What follows belongs to an exercise in optimizing a design on an open flow for small area, a short achievable clock period and few clock cycles; a production flow would make more cautious choices.
RTL that was checked went through simulation tests only; none was proved equivalent to the original.
Function not checked in run 1: the RTL went through the layout flow alone.
Power figures rest on the tool's default switching activity, not on a simulated workload.

==> design/flow/design.v <==
module sprite_renderer (
    input  wire        clk,
    input  wire        rst,
    input  wire [15:0] cfg_tile_mult,
    input  wire [16:0] cfg_tile_len,     
    input  wire [1:0]  cfg_pal_cnt,      
    input  wire [15:0] cfg_nent0,        
    input  wire [15:0] cfg_nent1,        
    input  wire        cfg_debug,
    input  wire        pal_we,
    input  wire        pal_slot,
    input  wire [3:0]  pal_idx,
    input  wire [15:0] pal_wdata,
    input  wire        start,
    input  wire [15:0] attr0,
    input  wire [15:0] attr1,
    input  wire [15:0] attr2,
    output wire        ready,
    output reg         tile_req,
    output reg  [13:0] tile_addr,
    input  wire        tile_gnt,
    input  wire [31:0] tile_rdata,
    output reg         pix_valid,
    output reg  [5:0]  pix_x,
    output reg  [5:0]  pix_y,
    output wire [31:0] pix_rgba,
    output reg         done,
    output wire [6:0]  spr_w,
    output wire [6:0]  spr_h,
    output reg         ev_tile_oor,
    output reg         ev_pidx_oor,
    output reg         ev_pnum_oor
);
    function [2:0] c8lo;
        input [4:0] c;
        begin
            case (c)
                5'd0,  5'd1,  5'd2,  5'd3,  5'd4:           c8lo = 3'd0;
                5'd5,  5'd6,  5'd7,  5'd8:                  c8lo = 3'd1;
                5'd9,  5'd10, 5'd11, 5'd12, 5'd13:          c8lo = 3'd2;
                5'd14, 5'd15, 5'd16, 5'd17:                 c8lo = 3'd3;
                5'd18, 5'd19, 5'd20, 5'd21, 5'd22:          c8lo = 3'd4;
                5'd23, 5'd24, 5'd25, 5'd26:                 c8lo = 3'd5;
                5'd27, 5'd28, 5'd29, 5'd30:                 c8lo = 3'd6;
                default:                                    c8lo = 3'd7;
            endcase
        end
    endfunction
    function [3:0] w_oh;
        input [1:0] shape;
        input [1:0] size;
        begin
            case ({shape, size})
                4'b00_00: w_oh = 4'b0001;  4'b00_01: w_oh = 4'b0010;
                4'b00_10: w_oh = 4'b0100;  4'b00_11: w_oh = 4'b1000;
                4'b01_00: w_oh = 4'b0010;  4'b01_01: w_oh = 4'b0100;
                4'b01_10: w_oh = 4'b0100;  4'b01_11: w_oh = 4'b1000;
                4'b10_00: w_oh = 4'b0001;  4'b10_01: w_oh = 4'b0001;
                4'b10_10: w_oh = 4'b0010;  4'b10_11: w_oh = 4'b0100;
                default:  w_oh = 4'b0001;
            endcase
        end
    endfunction
    function [3:0] h_oh;
        input [1:0] shape;
        input [1:0] size;
        begin
            case ({shape, size})
                4'b00_00: h_oh = 4'b0001;  4'b00_01: h_oh = 4'b0010;
                4'b00_10: h_oh = 4'b0100;  4'b00_11: h_oh = 4'b1000;
                4'b01_00: h_oh = 4'b0001;  4'b01_01: h_oh = 4'b0001;
                4'b01_10: h_oh = 4'b0010;  4'b01_11: h_oh = 4'b0100;
                4'b10_00: h_oh = 4'b0010;  4'b10_01: h_oh = 4'b0100;
                4'b10_10: h_oh = 4'b0100;  4'b10_11: h_oh = 4'b1000;
                default:  h_oh = 4'b0001;
            endcase
        end
    endfunction
    function [6:0] n_cells;
        input [1:0] shape;
        input [1:0] size;
        begin
            case ({shape, size})
                4'b00_00: n_cells = 7'd1;   4'b00_01: n_cells = 7'd4;
                4'b00_10: n_cells = 7'd16;  4'b00_11: n_cells = 7'd64;
                4'b01_00: n_cells = 7'd2;   4'b01_01: n_cells = 7'd4;
                4'b01_10: n_cells = 7'd8;   4'b01_11: n_cells = 7'd32;
                4'b10_00: n_cells = 7'd2;   4'b10_01: n_cells = 7'd4;
                4'b10_10: n_cells = 7'd8;   4'b10_11: n_cells = 7'd32;
                default:  n_cells = 7'd1;
            endcase
        end
    endfunction
    reg [14:0] pal0 [0:15];
    reg [14:0] pal1 [0:15];
    reg        pw_we, pw_slot;
    reg [3:0]  pw_idx;
    reg [14:0] pw_data;
    always @(posedge clk) begin
        pw_we   <= pal_we;
        pw_slot <= pal_slot;
        pw_idx  <= pal_idx;
        pw_data <= pal_wdata[14:0];
        if (pw_we) begin
            if (pw_slot)
                pal1[pw_idx] <= pw_data;
            else
                pal0[pw_idx] <= pw_data;
        end
    end
    reg st_idle, busy, st_mul, st_chk, st_chk2, st_run;
    assign ready = st_idle;
    wire idle = ~busy;
    wire accept = idle & start;
    reg [3:0]  wsel, hsel;       
    reg        hf, vf;
    reg        slot;
    wire [1:0] a_shape   = attr0[15:14];
    wire [1:0] a_size    = attr1[15:14];
    wire [3:0] a_pnum    = attr2[15:12];
    wire       a_pnum_ok = ({2'b00, a_pnum} < {4'b0000, cfg_pal_cnt});
    reg [3:0] wsel_o, hsel_o;
    reg       pnum_bad;
    assign spr_w = {wsel_o, 3'b000};
    assign spr_h = {hsel_o, 3'b000};
    always @(posedge clk) begin
        if (idle) begin
            wsel        <= w_oh(a_shape, a_size);
            hsel        <= h_oh(a_shape, a_size);
            hf          <= ~attr0[8] & attr1[12];
            vf          <= ~attr0[8] & attr1[13];
            slot        <= a_pnum_ok & a_pnum[0];
            pnum_bad    <= ~a_pnum_ok;
        end
        wsel_o      <= wsel;
        hsel_o      <= hsel;
        ev_pnum_oor <= pnum_bad;
    end
    reg        dbg_r;
    reg        nbig_r;
    reg [3:0]  nlo_r;
    always @(posedge clk) begin
        dbg_r    <= cfg_debug;
        nbig_r   <= slot ? |cfg_nent1[15:4] : |cfg_nent0[15:4];
        nlo_r    <= slot ? cfg_nent1[3:0] : cfg_nent0[3:0];
    end
    reg [15:0] ms;               
    reg [10:0] ts;               
    reg        tbig;             
    reg        ovf;
    wire [10:0] acc      = tile_addr[13:3];
    wire [11:0] acc_sum  = {1'b0, acc} + {1'b0, ts};
    wire        mul_last = ~(|ms[15:1]);
    always @(posedge clk) begin
        if (idle) begin
            ms   <= cfg_tile_mult;
            ts   <= {1'b0, attr2[9:0]};
            tbig <= 1'b0;
        end else begin
            ms   <= {1'b0, ms[15:1]};
            ts   <= {ts[9:0], 1'b0};
            tbig <= tbig | ts[10];
        end
        if (idle)
            ovf <= 1'b0;
        else if (ms[0])
            ovf <= ovf | acc_sum[11] | tbig;
    end
    wire [11:0] tcnt     = cfg_tile_len[16:5];
    reg         fit0;
    always @(posedge clk)
        fit0 <= ({ovf, acc} < tcnt);
    reg         fitnext;     
    always @(posedge clk)
        fitnext <= (({1'b0, tile_addr[13:3]} + 12'd1) < tcnt);
    reg [31:0] w0, w1;
    reg [7:0]  m0, m1;
    reg        f0, f1;           
    reg        wp, rp;           
    reg        arr;              
    reg [7:0] in_draw, in_oor;
    reg [1:0] oor_r;
    integer k, j, i;
    always @(*) begin
        for (k = 0; k < 8; k = k + 1) begin
            in_draw[k] = ((|tile_rdata[4*k +: 4]) | dbg_r) &
                         (nbig_r | (tile_rdata[4*k +: 4] < nlo_r));
            in_oor[k]  = ((|tile_rdata[4*k +: 4]) | dbg_r) &
                         ~(nbig_r | (tile_rdata[4*k +: 4] < nlo_r));
        end
    end
    wire [31:0] aw = rp ? w1 : w0;
    wire [7:0]  am = rp ? m1 : m0;
    wire        af = rp ? f1 : f0;
    reg  [7:0] lower;                                    
    always @(*) begin
        lower[0] = 1'b0;
        for (j = 1; j < 8; j = j + 1)
            lower[j] = lower[j-1] | am[j-1];
    end
    wire [7:0] oh    = am & ~lower;
    wire [7:0] rem   = am & lower;
    wire       fin   = af & ~(|rem);
    wire       emit  = af & (|am);
    reg [3:0] sel_v;
    always @(*) begin
        sel_v = 4'd0;
        for (i = 0; i < 8; i = i + 1)
            sel_v = sel_v | ({4{oh[i]}} & aw[4*i +: 4]);
    end
    wire [2:0] sel_px = {oh[4] | oh[5] | oh[6] | oh[7],
                         oh[2] | oh[3] | oh[6] | oh[7],
                         oh[1] | oh[3] | oh[5] | oh[7]};
    reg [2:0] tx, ty, py;
    reg       fin_d;
    wire [2:0] twm1 = {wsel[3], wsel[3] | wsel[2], wsel[3] | wsel[2] | wsel[1]};
    reg [6:0] cells_left;        
    reg       fetching;          
    wire      acc_gnt = tile_req & tile_gnt;
    wire      cell_end  = &tile_addr[2:0];
    wire      last_cell = (cells_left == 7'd1);
    wire      last_word = cell_end & (last_cell | ~fitnext);
    wire f0_n = (f0 & ~(fin & ~rp)) | (arr & ~wp);
    wire f1_n = (f1 & ~(fin &  rp)) | (arr &  wp);
    wire occ0 = ~f0_n & ~f1_n;               
    wire occ1 = ~(f0_n & f1_n);              
    always @(posedge clk) begin
        if (rst) begin
            st_idle  <= 1'b1;
            busy     <= 1'b0;
            st_mul   <= 1'b0;
            st_chk   <= 1'b0;
            st_chk2  <= 1'b0;
            st_run   <= 1'b0;
            tile_req <= 1'b0;
            fetching <= 1'b0;
            f0 <= 1'b0; f1 <= 1'b0;
            wp <= 1'b0; rp <= 1'b0;
            arr      <= 1'b0;
            done     <= 1'b0;
        end else begin
            done <= 1'b0;
            arr  <= acc_gnt;
            if (accept) begin
                st_idle <= 1'b0;
                busy    <= 1'b1;
                st_mul  <= 1'b1;
            end
            if (st_mul & mul_last) begin
                st_mul <= 1'b0;
                st_chk <= 1'b1;
            end
            if (st_chk) begin
                st_chk   <= 1'b0;
                st_chk2  <= 1'b1;
            end
            if (st_chk2) begin
                st_chk2  <= 1'b0;
                st_run   <= 1'b1;
                tile_req <= fit0;
                fetching <= fit0;
            end
            if (st_run) begin
                if (acc_gnt) begin
                    tile_req <= ~last_word & occ0;
                    if (last_word)
                        fetching <= 1'b0;
                end else begin
                    tile_req <= fetching & occ1;
                end
            end
            if (st_run & ~fetching & ~arr & ~f0 & ~f1) begin
                st_run  <= 1'b0;
                st_idle <= 1'b1;
                busy    <= 1'b0;
                done    <= 1'b1;
            end
            f0 <= f0_n;
            f1 <= f1_n;
            if (arr) wp <= ~wp;
            if (fin) rp <= ~rp;
        end
    end
    always @(posedge clk) begin
        if (idle)
            tile_addr <= 14'd0;
        else if (ms[0])
            tile_addr <= {acc_sum[10:0], 3'b000};
        else
            tile_addr <= tile_addr + {13'd0, acc_gnt};
        if (idle)
            cells_left <= n_cells(a_shape, a_size);
        else if (acc_gnt & cell_end)
            cells_left <= cells_left - 7'd1;
        if (idle)
            ev_tile_oor <= 1'b0;
        else if (st_chk2 & ~fit0)
            ev_tile_oor <= 1'b1;
        else if (acc_gnt & cell_end & ~last_cell & ~fitnext)
            ev_tile_oor <= 1'b1;
        oor_r <= arr ? {|in_oor[7:4], |in_oor[3:0]} : 2'd0;
        if (idle)
            ev_pidx_oor <= 1'b0;
        else if (|oor_r)
            ev_pidx_oor <= 1'b1;
        if (arr & ~wp) begin
            w0 <= tile_rdata;
            m0 <= in_draw;
        end else if (af & ~rp) begin
            m0 <= rem;
        end
        if (arr & wp) begin
            w1 <= tile_rdata;
            m1 <= in_draw;
        end else if (af & rp) begin
            m1 <= rem;
        end
        if (idle) begin
            tx <= 3'd0; ty <= 3'd0; py <= 3'd0;
        end else if (fin_d) begin
            py <= py + 3'd1;
            if (&py) begin
                if (tx == twm1) begin
                    tx <= 3'd0;
                    ty <= ty + 3'd1;
                end else begin
                    tx <= tx + 3'd1;
                end
            end
        end
    end
    reg        p1v;
    reg [3:0]  p1n;
    reg [2:0]  p1x;
    reg [23:0] rgb;
    assign pix_rgba = {8'hFF, rgb};
    wire [5:0] xm = {6{hf}} & {wsel[3], wsel[3] | wsel[2], wsel[3] | wsel[2] | wsel[1], 3'b111};
    wire [5:0] ym = {6{vf}} & {hsel[3], hsel[3] | hsel[2], hsel[3] | hsel[2] | hsel[1], 3'b111};
    wire [14:0] pe = slot ? pal1[p1n] : pal0[p1n];
    always @(posedge clk) begin
        if (rst) begin
            p1v       <= 1'b0;
            pix_valid <= 1'b0;
            fin_d     <= 1'b0;
        end else begin
            p1v       <= emit;
            fin_d     <= fin;
            pix_valid <= p1v;
        end
        p1n   <= sel_v;
        p1x   <= sel_px;
        pix_x <= {tx, p1x} ^ xm;
        pix_y <= {ty, py} ^ ym;
        rgb   <= {pe[14:10], c8lo(pe[14:10]),
                  pe[9:5],   c8lo(pe[9:5]),
                  pe[4:0],   c8lo(pe[4:0])};
    end
endmodule
==> design/flow/flow/run.sh <==
#!/bin/bash
# The standard layout (standard.sh: standard synthesis, floorplan, place,
# CTS, route), with two extra ORFS settings: the port buffers are buf_2 cells
# and repair_timing aims for a larger setup slack. Output goes to
# standard_flow.log in this folder (ORFS's own step logs are under orfs/logs).
set -euo pipefail
bash standard.sh \
  "BUFFER_PORTS_ARGS=-buffer_cell sky130_fd_sc_hd__buf_2" \
  SETUP_SLACK_MARGIN=5.4 \
  finish > standard_flow.log 2>&1
==> design/flow/standard.sh <==
#!/bin/bash
# synth_recipe.tcl (not shown) runs the flow's synth.tcl, then flattens the netlist and writes it again
# the make line also repeats each setting of config.mk as NAME=value (left out here)
make -C /OpenROAD-flow-scripts/flow DESIGN_CONFIG=/design/flow/config.mk WORK_HOME=/design/flow/orfs CLKGATE_MAP_FILE= SYNTH_SCRIPT=/design/flow/synth_recipe.tcl "${@:-finish}"
==> design/flow/config.mk <==
export PLATFORM = sky130hd
export DESIGN_NAME = sprite_renderer
export DESIGN_NICKNAME = sprite_renderer
export VERILOG_FILES = /design/flow/design.v
export SDC_FILE = /design/flow/constraint.sdc
export NUM_CORES = 4
export LEC_CHECK = 0
export ABC_AREA = 1
export CAP_MARGIN = 20
export CORE_MARGIN = 2
export CORE_UTILIZATION = 55
export CTS_CLUSTER_DIAMETER = 90
export CTS_CLUSTER_SIZE = 30
export PLACE_DENSITY = 0.7
export SLEW_MARGIN = 20
==> design/flow/constraint.sdc <==
create_clock -name core_clock -period 8.0 [get_ports {clk}]
set_input_delay 1.6000 -clock core_clock [delete_from_list [all_inputs] [get_ports {clk}]]
set_output_delay 1.6000 -clock core_clock [all_outputs]
set_load 0.01 [all_outputs]
==> results of run 1 <==
[cells in the final DEF, fill, tap and decap left out, types with 35 or more instances in the layout]
cell and instances:
a21oi_1 81, buf_2 161, buf_4 64, buf_6 48
clkbuf_16 36, dfxtp_1 93, dfxtp_2 45, edfxtp_1 579
ha_1 64, inv_1 165, nand2_1 379, nand3_1 84
nor2_1 369, o21ai_0 294, o21ai_1 35, o221ai_1 83
o22ai_1 36
[worst paths after layout]
check	startpoint	endpoint	slack, ns	cells after the start
max	tile_addr[3]	tile_addr[3]	5.29	1
min	wsel[0]	wsel_o[0]	0.35	0
max reg2reg	register	rgb[9]	5.48	13
min reg2reg	wsel[0]	wsel_o[0]	0.35	0
[synth_stat cells (3+ instances only)]
cell type / number
a211oi_1: 3
a21oi_1: 83
a31oi_1: 4
buf_2: 39
buf_4: 26
buf_6: 9
clkbuf_1: 67
dfxtp_1: 154
edfxtp_1: 579
ha_1: 70
inv_1: 173
inv_2: 12
mux2_2: 3
mux2i_1: 5
nand2_1: 385
nand2_2: 8
nand3_1: 86
nand4_1: 9
nor2_1: 378
nor3_1: 12
nor4_1: 22
o211ai_1: 13
o21a_1: 10
o21ai_0: 309
o21ai_1: 29
o21ai_2: 14
o221ai_1: 83
o22ai_1: 36
o31ai_1: 4
or2_1: 3
or2_2: 4
xnor2_1: 4
xor2_1: 23
[kinds of logic after synthesis]
group	Yosys count	synth area share
other	2	0.0002469
muxes	8	0.002757
and+or+nand+nor	918	0.1225
xor gates and xnor gates	27	0.007776
buffers and inverters	328	0.04752
AOI/OAI and AO/OA	601	0.1167
adders and majority gates	71	0.02946
DFF	733	0.6731
[timing repair]
action	in CTS	in global routing
pin swaps	0	11
resized for setup	150	66
cloned	3	6
hold buffers	0	0
setup buffers	26	6
setup endpoints to repair	107	86
[area by class of cell]
type	instances	area, µm²
multi-input cells	1639	8810
clock inverters	6	58.81
fillers	4252	20620
repair inverters	1	11.26
inverters	185	752.0
clock buffers	47	814.5
repair buffers	294	2342
well taps	704	880.8
flip-flops and latches	733	20590
[metrics by stage]
step                hold slack (ns)    util  cell area [µm²]  instances
floorplan                    0.3233       -            30570       2700
global placement             0.3302  0.5853            32120       3515
detailed placement           0.3294  0.5853            32120       3515
CTS                          0.3559  0.6158            33790       3597
global route                 0.3646  0.6242            34260       3609
finish                       0.3537  0.6242            34260       3609
[state kept, by name (all words and copies together) (netlist names), 6 cells and up, named ones only]
name and count:
ts 11, m0 8, pal0 240, cells_left 7
rgb 24, pw_data 15, pal1 240, w1 32
pix_x 6, ms 16, w0 32, pix_y 6
m1 8, tile_addr 14
[power breakdown]
part           leakage (µW)  switching, µW  internal [µW]  total [µW]
Sequential          0.00654           80.6           4190        4270
Clock              0.000414           1130            720        1850
Combinational       0.00582            232            160         392
[metal layers]
layer / vias up / routed length (µm)
met2: 1066 / 38830
met4: 0 / 2863
met5: - / 0
met3: 165 / 6618
met1: 10535 / 30800
li1: 9865 / -
==> out/results.tsv, run 1 <==
metric	value	unit
grt met2 use	0.4570	
met3 GRT Util	0.02956	
CP max-delay cell	dfxtp_4	
crit-path max FO	3	
max-cap check violation count	0	
Max VDD drop	0.0001897	V
CP cell instances	buf_6	
IO buf count	205	
FFs w/ async S/R, synth	0	
Post-synth top flop	edfxtp_1	
P&R area growth vs syn	12.64	%
Post-Route WL	79.11	mm
Syn Area/Cell	11.31	µm²
Setup WS post-layout	5.291	ns
vias in the first global route	20316	
largest net degree at the start of global routing	89	
Hold Vio Cnt, Final	0	
Die Area	0.05719	mm²
DRC viols	0	
Max Clk Rate	369.1	MHz
post-DP HPWL	46.13	mm
routing usage on met1	0.3527	
Buf/Inv on CP	1	
Worst-path clk slew	0.11	ns
number of synthesized flops with an enable pin	579	
initial antenna violation count	1	
Die W	239.1	µm
GR peak layer	met2	
post-synthesis sequential area ratio	0.6731	
largest area contributor in the netlist	edfxtp_1	
RSZ-0062 raised after global routing	yes	
DRT Pass-1 Iters	8	
core area	0.05488	mm²
DIE HEIGHT	239.1	µm
initial drt markers	2530	
n_diodes	0	
Slew Viols, Final	0	
top-area cell type share of the netlist area	0.5717	
Post-Syn Area	0.03041	mm²
crit path DAT	1.11	ns
outcome	complete, no violations	
global-route usage over all layers	0.2649	
ANT nets after route	0	
routed len/inst	21.92	µm
grt ovf	0	
CTS sink count	733	
vias per cell	5.994	
Hold Crit Class	reg2reg	
Netlist cell types	54	
Clock Skew	0.02433	ns
Net count, final	3128	
period utilization	0.3387	
Ports	253	
Clock Latency Late Sink	0.63	ns
via count	21631	
Slew headroom	0.2634	
Worst Setup End Kind	primary output	
Max H-tree Level	1	
synth top area cells	edfxtp_1, dfxtp_1, o21ai_0	
final setup TNS	0	ns
CTS tree	built	
clock buffer count from CTS	29	
Starting Density	0.5542	
leak pwr	0.01278	µW
family with the most delay on the worst path	flip-flops	
Overall Power	6511	µW
first-pass GRT wire length	115.3	mm
synth warn	1	
GPL Wtd Cong	0.8567	
crit-path max cell delay	0.37	ns
flops & latches, synth	733	
worst path required time	6.40	ns
final setup fails	0	
final worst path period need	2.709	ns
Clock Tree Root	clkbuf_16	
share of cells above drive strength 1	0.1673	
deepest clock path buffer count	3	
worst-margin pin slew	1.103	ns
Crit Path Class	reg2out	
Post-Syn Instances	2688	
PwrDens	190.1	mW/mm²
num rows	86	
crit start category	register	
dpl ws	4.203	ns
==> run 2: changes to the inputs <==
--- a/design/flow/design.v
+++ b/design/flow/design.v
@@ -109,5 +109,5 @@
         end
     end
-    reg st_idle, busy, st_mul, st_chk, st_chk2, st_run;
+    reg st_idle, busy, st_mul, st_chk, st_run;
     assign ready = st_idle;
     wire idle = ~busy;
@@ -137,8 +137,10 @@
         ev_pnum_oor <= pnum_bad;
     end
+    reg [11:0] tcnt;             
     reg        dbg_r;
     reg        nbig_r;
     reg [3:0]  nlo_r;
     always @(posedge clk) begin
+        tcnt     <= cfg_tile_len[16:5];
         dbg_r    <= cfg_debug;
         nbig_r   <= slot ? |cfg_nent1[15:4] : |cfg_nent0[15:4];
@@ -167,8 +169,5 @@
             ovf <= ovf | acc_sum[11] | tbig;
     end
-    wire [11:0] tcnt     = cfg_tile_len[16:5];
-    reg         fit0;
-    always @(posedge clk)
-        fit0 <= ({ovf, acc} < tcnt);
+    wire        fit0     = ({ovf, acc} < tcnt);
     reg         fitnext;     
     always @(posedge clk)
@@ -231,5 +230,4 @@
             st_mul   <= 1'b0;
             st_chk   <= 1'b0;
-            st_chk2  <= 1'b0;
             st_run   <= 1'b0;
             tile_req <= 1'b0;
@@ -253,8 +251,4 @@
             if (st_chk) begin
                 st_chk   <= 1'b0;
-                st_chk2  <= 1'b1;
-            end
-            if (st_chk2) begin
-                st_chk2  <= 1'b0;
                 st_run   <= 1'b1;
                 tile_req <= fit0;
@@ -295,5 +289,5 @@
         if (idle)
             ev_tile_oor <= 1'b0;
-        else if (st_chk2 & ~fit0)
+        else if (st_chk & ~fit0)
             ev_tile_oor <= 1'b1;
         else if (acc_gnt & cell_end & ~last_cell & ~fitnext)
==> design/flow/run.sh (new file) <==
#!/bin/bash
# synth_recipe.tcl (not shown) runs the flow's synth.tcl, then flattens the netlist and writes it again
# the make line also repeats each setting of config.mk as NAME=value (left out here)
make -C /OpenROAD-flow-scripts/flow DESIGN_CONFIG=/design/flow/config.mk WORK_HOME=/design/flow/orfs CLKGATE_MAP_FILE= SYNTH_SCRIPT=/design/flow/synth_recipe.tcl finish
--- a/design/flow/config.mk
+++ b/design/flow/config.mk
@@ -13,3 +13,4 @@
 export CTS_CLUSTER_SIZE = 30
 export PLACE_DENSITY = 0.7
+export SETUP_SLACK_MARGIN = 5
 export SLEW_MARGIN = 20
removed: design/flow/flow/run.sh
removed: design/flow/standard.sh
==> out/results.tsv, run 2 <==
metric	value	unit	change
GPL Wtd Cong	0.8777		was 0.8567
Worst Setup End Kind	primary output		unchanged
Max Clk Rate	339.8	MHz	was 369.1 MHz
Starting Density	0.5556		was 0.5542
largest area contributor in the netlist	edfxtp_1		unchanged
number of synthesized flops with an enable pin	579		unchanged
CP cell instances	dlygate4sd2_1		was buf_6
P&R area growth vs syn	12.71	%	was 12.64%
top-area cell type share of the netlist area	0.5691		was 0.5717
largest net degree at the start of global routing	161		was 89
FFs w/ async S/R, synth	0		unchanged
Post-Route WL	76.95	mm	was 79.11 mm
crit-path max cell delay	0.41	ns	was 0.37 ns
RSZ-0062 raised after global routing	no		was yes
Worst-path clk slew	0.11	ns	about the same
Setup WS post-layout	5.057	ns	was 5.291 ns
leak pwr	0.01261	µW	was 0.01278 µW
core area	0.05499	mm²	was 0.05488 mm²
post-synthesis sequential area ratio	0.6766		was 0.6731
Die Area	0.05745	mm²	was 0.05719 mm²
DRC viols	0		unchanged
first-pass GRT wire length	115.7	mm	was 115.3 mm
Post-synth top flop	edfxtp_1		unchanged
PwrDens	195.0	mW/mm²	was 190.1 mW/mm²
count leader, synth	edfxtp_1		unchanged
worst path required time	6.40	ns	about the same
flops & latches, synth	743		was 733
Overall Power	6715	µW	was 6511 µW
post-DP HPWL	46.27	mm	was 46.13 mm
Hold Crit Class	reg2reg		unchanged
crit-path max FO	6		was 3
Post-Syn Area	0.03055	mm²	was 0.03041 mm²
Syn Area/Cell	11.44	µm²	was 11.31 µm²
CP max-delay cell	dfxtp_2		was dfxtp_4
final worst path period need	2.943	ns	was 2.709 ns
Die W	239.7	µm	was 239.1 µm
clock buffer count from CTS	31		was 29
Final Util	0.6262		was 0.6242
Ports	253		unchanged
Netlist cell types	56		was 54
Largest regs	pal0 x240, pal1 x240		unchanged
IO buf count	205		unchanged
Net count, final	3081		was 3128
Slew headroom	0.3536		was 0.2634
outcome	complete, no violations		unchanged
DIE HEIGHT	239.7	µm	was 239.1 µm
global-route usage over all layers	0.2627		was 0.2649
share of cells above drive strength 1	0.06082		was 0.1673
Hold Vio Cnt, Final	0		unchanged
period utilization	0.3679		was 0.3387
final setup fails	0		unchanged
crit path DAT	1.34	ns	was 1.11 ns
commonest non-fill, non-tap cells in the layout	edfxtp_1, nand2_1, nor2_1		unchanged
Max H-tree Level	1		unchanged
CTS tree	built		unchanged
initial drt markers	2233		was 2530
DRT Pass-1 Iters	6		was 8
worst-margin pin slew	0.9682	ns	was 1.103 ns
Crit Path Class	reg2out		unchanged
Buf/Inv on CP	1		unchanged
dpl ws	4.175	ns	was 4.203 ns
initial antenna violation count	1		unchanged
Max VDD drop	0.0002090	V	was 0.0001897 V
routed len/inst	21.32	µm	was 21.92 µm
Clock Skew	0.03960	ns	was 0.02433 ns
commonest cells in the netlist	edfxtp_1, nand2_1, nor2_1		unchanged
CTS Hold Bufs	0		unchanged
Clock Tree Root	clkbuf_16		unchanged
Post-Syn Instances	2670		was 2688
CTS sink count	743		was 733
via count	21131		was 21631
vias per cell	5.853		was 5.994
synth warn	1		unchanged
ANT nets after route	0		unchanged
deepest clock path buffer count	3		unchanged
vias in the first global route	20579		was 20316
Slew Viols, Final	0		unchanged
family with the most delay on the worst path	flip-flops		unchanged
most common cell after layout, fill and taps aside	edfxtp_1		unchanged
grt ovf	0		unchanged
final setup TNS	0	ns	unchanged
synth top area cells	edfxtp_1, dfxtp_1, o21ai_0		unchanged
num rows	86		unchanged
max-cap check violation count	0		unchanged
Clock Latency Late Sink	0.66	ns	was 0.63 ns
crit start category	register		unchanged
run 2: layer usage:
layer	track usage	part of all wire
met1	0.3485	0.40
met2	0.4494	0.49
met3	0.03043	0.072
met4	0.09186	0.033
met5	0	0
run 2: worst paths after layout:
path | startpoint | to | slack, ns | cells after the start
max | tile_addr[3] | tile_addr[3] | 5.06 | 1
min | wsel[0] | wsel_o[0] | 0.35 | 0
max reg2reg | register | rgb[16] | 5.11 | 12
min reg2reg | wsel[0] | wsel_o[0] | 0.35 | 0
run 2: stage by stage:
step           std cells  area [µm²]  hold slack [ns]
2_1_floorplan       2682       30600           0.3233
3_3_place_gp        3542       33270           0.3250
3_5_place_dp        3542       33270           0.3269
4_1_cts             3602       34310           0.3485
5_1_grt             3610       34430           0.3485
6_report            3610       34430           0.3484
run 2: cells by family after synthesis:
logic type,Yosys count,share of synthesized area
simple gates,944,0.1264
flops,743,0.6766
compound gates,566,0.1118
buf+inv,301,0.04280
fa+ha+maj,71,0.02932
xor+xnor,32,0.009174
mux,11,0.003727
other cells,2,0.0002458
run 2: where the power goes:
part,internal (µW),switching (µW)
logic,175,224
registers,4240,75.3
clock network,809,1190
run 2: what timing repair did:
item                                    in CTS  in global routing
hold endpoints to repair                     0                  0
pin swaps                                    0                  1
gates cloned                                 0                  1
resized for setup                           99                 17
endpoints found under the setup margin      89                 18
setup buffers                                2                  6
run 2: area by class of cell:
type,count,area [µm²]
multi-input cells,1638,8635
fillers,4291,20550
flip-flops and latches,743,20730
inverters,157,623.1
well taps,748,935.9
clock buffers,48,859.6
clock inverters,10,146.4
diodes,1,2.502
repair inverters,1,11.26
repair buffers,264,2494
Testbench counts of run 2, summed over its fixed seeds: cycles 102,538.

[afterwards: timing with drivers on the ports]
No port has a modelled driver above. Below, the same layouts with a new extraction and two added sets of constraints. Step 1 sets driving cells, clkbuf_16 on the clock port and buf_2 on the other inputs (assumed; they add their load-dependent delay and slew). Step 2 times the ports against the registers' clock, not the clock port: input delays grow and output delays shrink by t, the midpoint of the rising clock arrivals with the driver on. Three values: ideal ports, drivers, drivers and shift; two values: the first two.
run	t, ns	setup slack, ns	worst slew at a driven data input, ns
run 1	0.680	5.291 / 5.231 / 4.812	0.06
run 2	0.695	5.057 / 4.997 / 4.432	0.08
After both steps every run listed still meets setup and hold. For run 2, which loses most, drivers alone change the setup slack by -0.060 ns; drivers and shift together by -0.625 ns.
